This design comes from an exercise in tuning for small area, a short achievable clock period and few clock cycles on the open sky130 flow, not from production work.
In this exercise RTL edits were held to simulation tests only and were not proved equivalent to the original.
Power figures rest on the tool's default switching activity, not on a simulated workload.

==> flow/design.v <==
module frame_codec (
    input  wire        clk,
    input  wire        rst,       
    input  wire        req,
    input  wire        we,
    input  wire [1:0]  size,
    input  wire [13:0] addr,
    input  wire [31:0] wdata,
    output reg         ready,
    output reg         err,
    output reg  [31:0] rdata
);
    localparam MAX_PAYLOAD = 32;
    localparam MAX_FRAME   = MAX_PAYLOAD + 3;
    localparam R_OK            = 4'd1;
    localparam R_VALID         = 4'd2;
    localparam R_INVALID_SHORT = 4'd3;
    localparam R_INVALID_CRC   = 4'd4;
    localparam R_INVALID_LONG  = 4'd5;
    localparam R_ERR_OVERSIZE  = 4'd6;
    localparam R_ERR_CMD       = 4'd7;
    function [15:0] crc16_add;
        input [7:0]  b;
        input [15:0] acc;
        integer k;
        reg [15:0] a;
        begin
            a = acc ^ {8'h00, b};
            for (k = 0; k < 8; k = k + 1)
                a = a[0] ? ((a >> 1) ^ 16'h8408) : (a >> 1);
            crc16_add = a;
        end
    endfunction
    reg [15:0] crc;
    reg [3:0]  result;
    reg        rx_valid;
    reg        tx_valid;
    reg [7:0]  ifid;
    reg [15:0] plen;
    reg [15:0] flen;
    reg [15:0] txlen;
    reg [7:0]  rx_ifid;
    reg [15:0] rx_plen;
    reg [15:0] rx_crc;
    reg [7:0]  pbuf  [0:MAX_PAYLOAD-1];
    reg [7:0]  txbuf [0:MAX_FRAME-1];
    reg [7:0]  rxbuf [0:MAX_FRAME-1];
    wire [11:0] idx    = addr[11:0];
    wire [1:0]  win    = addr[13:12];
    wire        is_b   = (size == 2'd0);
    wire        is_w   = (size == 2'd2);
    wire        reg_ok = is_w && (addr[1:0] == 2'b00) && (addr <= 14'h02C);
    wire        pb_ok  = is_b && (win == 2'd1) && (idx < MAX_PAYLOAD);
    wire        tx_ok  = is_b && (win == 2'd2) && (idx < MAX_FRAME);
    wire        rx_ok  = is_b && (win == 2'd3) && (idx < MAX_FRAME);
    wire        acc_ok = reg_ok | pb_ok | tx_ok | rx_ok;
    wire [3:0]  regno  = addr[5:2];
    wire        cmd_wr     = reg_ok && we && (regno == 4'd0);
    wire        cmd_clear  = (wdata == 32'h0000_0001);
    wire        cmd_byte   = ((wdata & 32'hFFFF_00FF) == 32'h0000_0002);
    wire        cmd_encode = (wdata == 32'h0000_0003);
    wire        cmd_decode = (wdata == 32'h0000_0004);
    localparam S_IDLE = 2'd0;
    localparam S_ENC  = 2'd1;
    localparam S_DEC  = 2'd2;
    reg  [1:0]  state;
    reg  [6:0]  cnt;       
    reg  [6:0]  nbytes;    
    reg  [15:0] acc;       
    wire        idle = (state == S_IDLE);
    wire        enc_over  = (plen > MAX_PAYLOAD);
    wire        dec_short = (flen < 16'd3);
    wire        dec_long  = (flen > MAX_FRAME);
    wire        start_enc = idle && req && cmd_wr && cmd_encode && !enc_over;
    wire        start_dec = idle && req && cmd_wr && cmd_decode && !dec_short && !dec_long;
    wire [7:0]  enc_pbyte = pbuf[cnt[4:0] - 5'd1];
    wire [7:0]  enc_byte  = (cnt == 7'd0)          ? ifid :
                            (cnt <= nbytes)        ? enc_pbyte :
                            (cnt == nbytes + 7'd1) ? acc[7:0] : acc[15:8];
    wire        enc_pay   = (cnt != 7'd0) && (cnt <= nbytes);
    wire        enc_last  = (cnt == nbytes + 7'd2);
    wire [7:0]  dec_byte  = rxbuf[cnt[5:0] + 6'd1];
    wire        dec_last  = (cnt == nbytes);
    wire        run_last  = (state == S_ENC) ? enc_last : dec_last;
    wire [5:0]  flen6     = flen[5:0];
    wire [15:0] rx_field  = {rxbuf[flen6 - 6'd1], rxbuf[flen6 - 6'd2]};
    always @(*) begin
        ready = 1'b0;
        err   = 1'b0;
        rdata = 32'h0;
        if (idle) begin
            if (req && !start_enc && !start_dec) begin
                ready = 1'b1;
                err   = !acc_ok;
                if (acc_ok && !we) begin
                    if (reg_ok) begin
                        case (regno)
                            4'd1:  rdata = {26'h0, tx_valid, rx_valid, result};
                            4'd2:  rdata = {16'h0, crc};
                            4'd3:  rdata = {24'h0, ifid};
                            4'd4:  rdata = {16'h0, plen};
                            4'd5:  rdata = {16'h0, flen};
                            4'd6:  rdata = {16'h0, txlen};
                            4'd7:  rdata = {24'h0, rx_ifid};
                            4'd8:  rdata = {16'h0, rx_plen};
                            4'd9:  rdata = {16'h0, rx_crc};
                            4'd10: rdata = 32'h0002_0000 | MAX_PAYLOAD;
                            4'd11: rdata = 32'h0000_1021;
                            default: rdata = 32'h0;
                        endcase
                    end else if (pb_ok) begin
                        rdata = {24'h0, pbuf[idx[4:0]]};
                    end else if (tx_ok) begin
                        rdata = {24'h0, txbuf[idx[5:0]]};
                    end else begin
                        rdata = {24'h0, rxbuf[idx[5:0]]};
                    end
                end
            end
        end else begin
            ready = run_last;
        end
    end
    wire       bus_wr = idle && req && acc_ok && we;
    wire       pb_we  = bus_wr && pb_ok;
    wire       rx_we  = bus_wr && rx_ok;
    wire       tx_we  = (state == S_ENC);
    genvar g;
    generate
        for (g = 0; g < MAX_PAYLOAD; g = g + 1) begin : g_pbuf
            always @(posedge clk)
                if (rst)                           pbuf[g] <= 8'h0;
                else if (pb_we && idx[4:0] == g)   pbuf[g] <= wdata[7:0];
        end
        for (g = 0; g < MAX_FRAME; g = g + 1) begin : g_rxbuf
            always @(posedge clk)
                if (rst)                           rxbuf[g] <= 8'h0;
                else if (rx_we && idx[5:0] == g)   rxbuf[g] <= wdata[7:0];
        end
        for (g = 0; g < MAX_FRAME; g = g + 1) begin : g_txbuf
            always @(posedge clk)
                if (rst)                           txbuf[g] <= 8'h0;
                else if (tx_we && cnt == g)        txbuf[g] <= enc_byte;
        end
    endgenerate
    always @(posedge clk) begin
        if (rst) begin
            state    <= S_IDLE;
            cnt      <= 7'd0;
            nbytes   <= 7'd0;
            acc      <= 16'h0;
            crc      <= 16'h0;
            result   <= 4'd0;
            rx_valid <= 1'b0;
            tx_valid <= 1'b0;
            ifid     <= 8'h0;
            plen     <= 16'h0;
            flen     <= 16'h0;
            txlen    <= 16'h0;
            rx_ifid  <= 8'h0;
            rx_plen  <= 16'h0;
            rx_crc   <= 16'h0;
        end else begin
            case (state)
            S_IDLE: begin
                if (bus_wr) begin
                    if (reg_ok) begin
                        case (regno)
                        4'd0: begin
                            if (cmd_clear) begin
                                crc    <= 16'h0;
                                result <= R_OK;
                            end else if (cmd_byte) begin
                                crc    <= crc16_add(wdata[15:8], crc);
                                result <= R_OK;
                            end else if (cmd_encode) begin
                                if (enc_over) begin
                                    txlen    <= 16'h0;
                                    tx_valid <= 1'b0;
                                    result   <= R_ERR_OVERSIZE;
                                end else begin
                                    state  <= S_ENC;
                                    cnt    <= 7'd0;
                                    nbytes <= plen[6:0];
                                    acc    <= 16'h0;
                                end
                            end else if (cmd_decode) begin
                                if (dec_short || dec_long) begin
                                    rx_ifid  <= 8'h0;
                                    rx_plen  <= 16'h0;
                                    rx_valid <= 1'b0;
                                    result   <= dec_short ? R_INVALID_SHORT : R_INVALID_LONG;
                                end else begin
                                    state  <= S_DEC;
                                    cnt    <= 7'd0;
                                    nbytes <= flen[6:0] - 7'd3;
                                    acc    <= 16'h0;
                                end
                            end else begin
                                result <= R_ERR_CMD;
                            end
                        end
                        4'd3: ifid <= wdata[7:0];
                        4'd4: plen <= wdata[15:0];
                        4'd5: flen <= wdata[15:0];
                        default: ;
                        endcase
                    end
                end
            end
            S_ENC: begin
                if (enc_pay)
                    acc <= crc16_add(enc_byte, acc);
                if (!enc_last) begin
                    cnt <= cnt + 7'd1;
                end else begin
                    txlen    <= {9'h0, nbytes} + 16'd3;
                    crc      <= acc;
                    tx_valid <= 1'b1;
                    result   <= R_OK;
                    state    <= S_IDLE;
                end
            end
            S_DEC: begin
                if (!dec_last) begin
                    acc <= crc16_add(dec_byte, acc);
                    cnt <= cnt + 7'd1;
                end else begin
                    crc    <= acc;
                    rx_crc <= rx_field;
                    if (acc == rx_field) begin
                        rx_ifid  <= rxbuf[0];
                        rx_plen  <= {9'h0, nbytes};
                        rx_valid <= 1'b1;
                        result   <= R_VALID;
                    end else begin
                        rx_ifid  <= 8'h0;
                        rx_plen  <= 16'h0;
                        rx_valid <= 1'b0;
                        result   <= R_INVALID_CRC;
                    end
                    state <= S_IDLE;
                end
            end
            default: state <= S_IDLE;
            endcase
        end
    end
endmodule
==> flow/run.sh <==
#!/bin/bash
# synth_recipe.tcl (not shown) runs the flow's synth.tcl, then flattens the netlist and writes it again
# the make line also repeats each setting of config.mk as NAME=value (left out here)
make -C /OpenROAD-flow-scripts/flow DESIGN_CONFIG=/design/flow/config.mk WORK_HOME=/design/flow/orfs CLKGATE_MAP_FILE= SYNTH_SCRIPT=/design/flow/synth_recipe.tcl finish
==> flow/config.mk <==
export PLATFORM = sky130hd
export DESIGN_NAME = frame_codec
export DESIGN_NICKNAME = frame_codec
export VERILOG_FILES = /design/flow/design.v
export SDC_FILE = /design/flow/constraint.sdc
export NUM_CORES = 4
export LEC_CHECK = 0
export CAP_MARGIN = 20
export CORE_MARGIN = 2
export CORE_UTILIZATION = 30
export SLEW_MARGIN = 20
==> flow/constraint.sdc <==
create_clock -name core_clock -period 10.0 [get_ports {clk}]
set_input_delay 2.0000 -clock core_clock [delete_from_list [all_inputs] [get_ports {clk}]]
set_output_delay 2.0000 -clock core_clock [all_outputs]
set_load 0.01 [all_outputs]
==> summary.md <==
| Metric | Value |
|---|---|
| Global Route Usage Sum | 0.435 |
| Core Box Area | 176000 µm² |
| Iter 0 DRT Violations | 12300 |
| Ys async rst share | 0 |
| Initial antenna violation count | 67 |
| Setup crit end kind | output port |
| Vias in the first global route | 58500 |
| Period minus WS final | 9.66 ns |
| Initial core utilization | 0.303 |
| Switching share of total power | 0.254 |
| Post-CTS Setup Bufs | 0 |
| Pwr/cell area | 133 nW/µm² |
| Final Cycle Share | 0.966 |
| Reg clk slew, reported paths | 0.06 ns |
| Die H | 426 µm |
| Nets | 7271 |
| IO Count | 86 |
| Clock Sinks | 948 |
| First-pass GRT wire length | 540 mm |
| Psw | 0.00210 W |
| Top post-synthesis cells by area | dfxtp_1, nand2_1, a21oi_1 |
| Post-synth top area cell | dfxtp_1 |
| Mapped cell area | 53400 µm² |
| Warnings from Yosys | 4 |
| Setup Crit Path Kind | in2out |
| # rows | 154 |
| Worst R2R Start | flen[1]$_SDFFE_PP0P_ |
| Avg WL per Cell | 42.4 µm |
| Total negative slack | 0 ns |
| Final setup violation count | 0 |
| Static leakage | 19.6 nW |
| Final Max Slew Viols | 0 |
| Mapped Cells | 7178 |
| Max cap viols | 0 |
| Clock tree buffer depth | 3 |
| Comb pwr share | 0.038 |
| Vias per inst | 6.89 |
| Internal power | 0.00615 W |
| Clock buffer count from CTS | 107 |
| Clk_skew | 0.0388 ns |
| Synth cell types | 120 |
| # DRC | 0 |
| Via count | 66600 |
| Clock latency (worst-skew pair) | 0.82 ns |
| M1 wire length | 153 mm |
| Worst Setup SP | addr[1] |
| Synth-to-Final Area Change | 16.4% |
| Post-CTS Hold Fix Bufs | 0 |
| Uppermost routed layer | met5 |
| Hold Path Class | reg2reg |
| Maximum clock rate | 103 MHz |
| Reg power frac | 0.458 |
| Drt first pass iters | 10 |
| CTS tree | done |
| Rel. slew slack | 0.0939 |
| Share of the synthesized area in the top cell type | 0.355 |
| Gp weighted congestion | 1.17 |
| Die area | 181000 µm² |
| Worst Path Required | 8.00 ns |
| Synth Area per Inst | 7.44 µm² |
| Hold Startpoint | rx_valid$_SDFFE_PP0P_ |
| Placed Cells | 9408 |
| Die X | 426 µm |
| Routed met3 length | 55.8 mm |
| RSZ-0062 raised after global routing | no |
| Wire length on met2 | 163 mm |
| Post-route ant nets | 0 |
| I/O Buffers | 70 |
| Layout cells sized above 1 | 0.115 |
| Top FF cell, synth | dfxtp_1 |
| Number of synthesized register bits | 948 |
| Worst Max-Slew Pin Slew | 1.36 ns |
| Worst setup SP type | input port |
| CP arrival | 7.66 ns |
| Post_cts resized | 0 |
| Largest net degree at the start of global routing | 223 |
| Clk root buf | clkbuf_16 |
| GR Overflow Total | 0 |
| Total wire length | 410 mm |
| Final hold vios | 0 |
| Peak VDD IR | 0.000132 V |
| Non-filler cells in the finished layout | 9675 |
| Clock power share | 0.504 |
| Crit Path Max Fanout | 14 |
| EDFF count, synth | 0 |
| Run status | no timing/DRC/antenna violations |
| Final HPWL DP | 295 mm |
| H-tree level count | 3 |
| Seq/Total Area, Yosys | 0.355 |
==> worst max-delay path, stage by stage <==
cell and delay (ns):
clkdlybuf4s50_1 0.75, buf_4 0.34, nand2b_1 0.56, nor2_2 0.97
a221o_1 0.29, a221oi_1 0.06, nand4_1 0.13, or3_1 0.31
mux2i_1 0.15, a21oi_1 0.46, buf_4 0.21, nor2_1 0.04
o32ai_1 0.67, clkdlybuf4s50_1 0.68
==> synth_stat cells, drive strengths merged (31+ instances only) <==
library cell and n:
a211oi 200, a21oi 860, a221oi 128, a222oi 51, a22o 146, a22oi 401, a31oi 44, a32o 32
a32oi 45, and2 31, and3 63, buf 130, clkbuf 474, dfxtp 948, ha 33, inv 49
mux2i 83, nand2 1601, nand2b 44, nand3 192, nand4 99, nor2 629, nor2b 32, nor3 159
nor4 55, o21ai 115, xnor2 68
==> final timing paths <==
| kind | slack, ns | end | cells after the start |
|---|---|---|---|
| max reg2reg | 3.03 | rx_plen[0]$_SDFFE_PP0P_ | 14 |
| max | 0.34 | rdata[0] | 14 |
| min reg2reg | 0.45 | rx_valid$_SDFFE_PP0P_ | 2 |
| min | 0.45 | rx_valid$_SDFFE_PP0P_ | 2 |
==> routing by layer <==
layer,global-route usage,vias to the layer above
met2,0.607,6081
li1,-,26300
met5,0.000265,-
met1,0.534,32500
met3,0.179,1681
met4,0.313,32
==> metrics by stage <==
step	area (µm²)	util	setup WS (ns)	power, W	hold slack (ns)
floorplan	53500	-	3.09	0.00401	0.420
global placement	58200	0.330	0.695	0.00415	0.429
detailed placement	58300	0.330	0.686	0.00416	0.434
CTS	61800	0.350	0.675	0.00824	0.444
global route	62100	0.352	0.450	0.00840	0.461
finish	62200	0.352	0.338	0.00825	0.447
==> state kept, by name, indices dropped and copies added, names as in the netlist, 16 cells and up <==
register  flops
crc          16
txbuf       280
flen         16
rxbuf       280
acc          16
rx_crc       16
pbuf        256
plen         16
==> kinds of logic (layout without fill, tap and decap cells) <==
logic type / after synthesis / count (layout) / share of synthesized area
buffers and inverters: 655 / 738 / 0.0501
adder cells (fa/ha/maj): 34 / 34 / 0.00792
flip-flops: 948 / 948 / 0.355
AO/OA/AOI/OAI: 2313 / 2313 / 0.301
other: 1 / 75 / 0.0000702
multiplexers: 111 / 111 / 0.0219
XOR/XNOR: 101 / 101 / 0.0191
AND/OR/NAND/NOR: 3015 / 3015 / 0.245
==> cell usage in the layout, fill, tap and decap left out, types with 47 or more instances in the layout <==
| cell type | n |
|---|---|
| a221oi_1 | 126 |
| a222oi_1 | 51 |
| inv_1 | 48 |
| clkdlybuf4s50_1 | 58 |
| xnor2_1 | 58 |
| dfxtp_1 | 945 |
| a22o_1 | 145 |
| o21ai_0 | 97 |
| nand2_1 | 1599 |
| a211oi_1 | 193 |
| and3_1 | 62 |
| nand4_1 | 98 |
| a21oi_1 | 860 |
| mux2i_1 | 83 |
| nor4_1 | 47 |
| diode_2 | 60 |
| nand3_1 | 191 |
| buf_4 | 411 |
| clkbuf_16 | 108 |
| nor2_1 | 594 |
| nor3_1 | 116 |
| a22oi_1 | 398 |
==> power by group through the flow <==
| stage | Sequential, W | Combinational [W] | Clock (W) |
|---|---|---|---|
| 3_3_place_gp | 0.00386 | 0.000294 | 0 |
| 5_1_grt | 0.00377 | 0.000312 | 0.00432 |
| 3_5_place_dp | 0.00386 | 0.000296 | 0 |
| 6_report | 0.00378 | 0.000313 | 0.00416 |
| 4_1_cts | 0.00378 | 0.000297 | 0.00417 |
| 2_1_floorplan | 0.00386 | 0.000150 | 0 |
==> area by class of cell <==
| class | instances | area (µm²) |
|---|---|---|
| diodes | 60 | 150 |
| clock buffers | 151 | 3000 |
| clock inverters | 47 | 587 |
| fillers | 18700 | 114000 |
| inverters | 51 | 191 |
| multi-input cells | 5589 | 32400 |
| flip-flops and latches | 948 | 19000 |
| well taps | 2340 | 2930 |
| repair buffers | 489 | 3910 |
Testbench counts, summed over its fixed seeds: cycles 40,331.

[what the ideal ports hide]
In the flow no input, the clock included, has a driving cell. The finished layout below was timed again as built, in two steps. Step 1 (the two cells are an assumption about what drives the block):
set clk [get_ports {clk}]
set_driving_cell -lib_cell sky130_fd_sc_hd__clkbuf_16 $clk
set_driving_cell -lib_cell sky130_fd_sc_hd__buf_2 [delete_from_list [all_inputs] $clk]
Step 2, shift: input delay + t, output delay - t, t = (earliest + latest rising clock arrival at the registers) / 2. This alone moves slack from input paths to output paths. a / b / c = ideal / step 1 / step 2; a / b = the first two.
t (ns): 0.882
setup WS [ns]: 0.338 / 0.306 / 0.306
clock arrival spread, ns: 0.039 / 0.040
After both steps this run still meets setup and hold. The setup slack of this run moves by -0.032 ns with the drivers and by -0.032 ns with both steps.
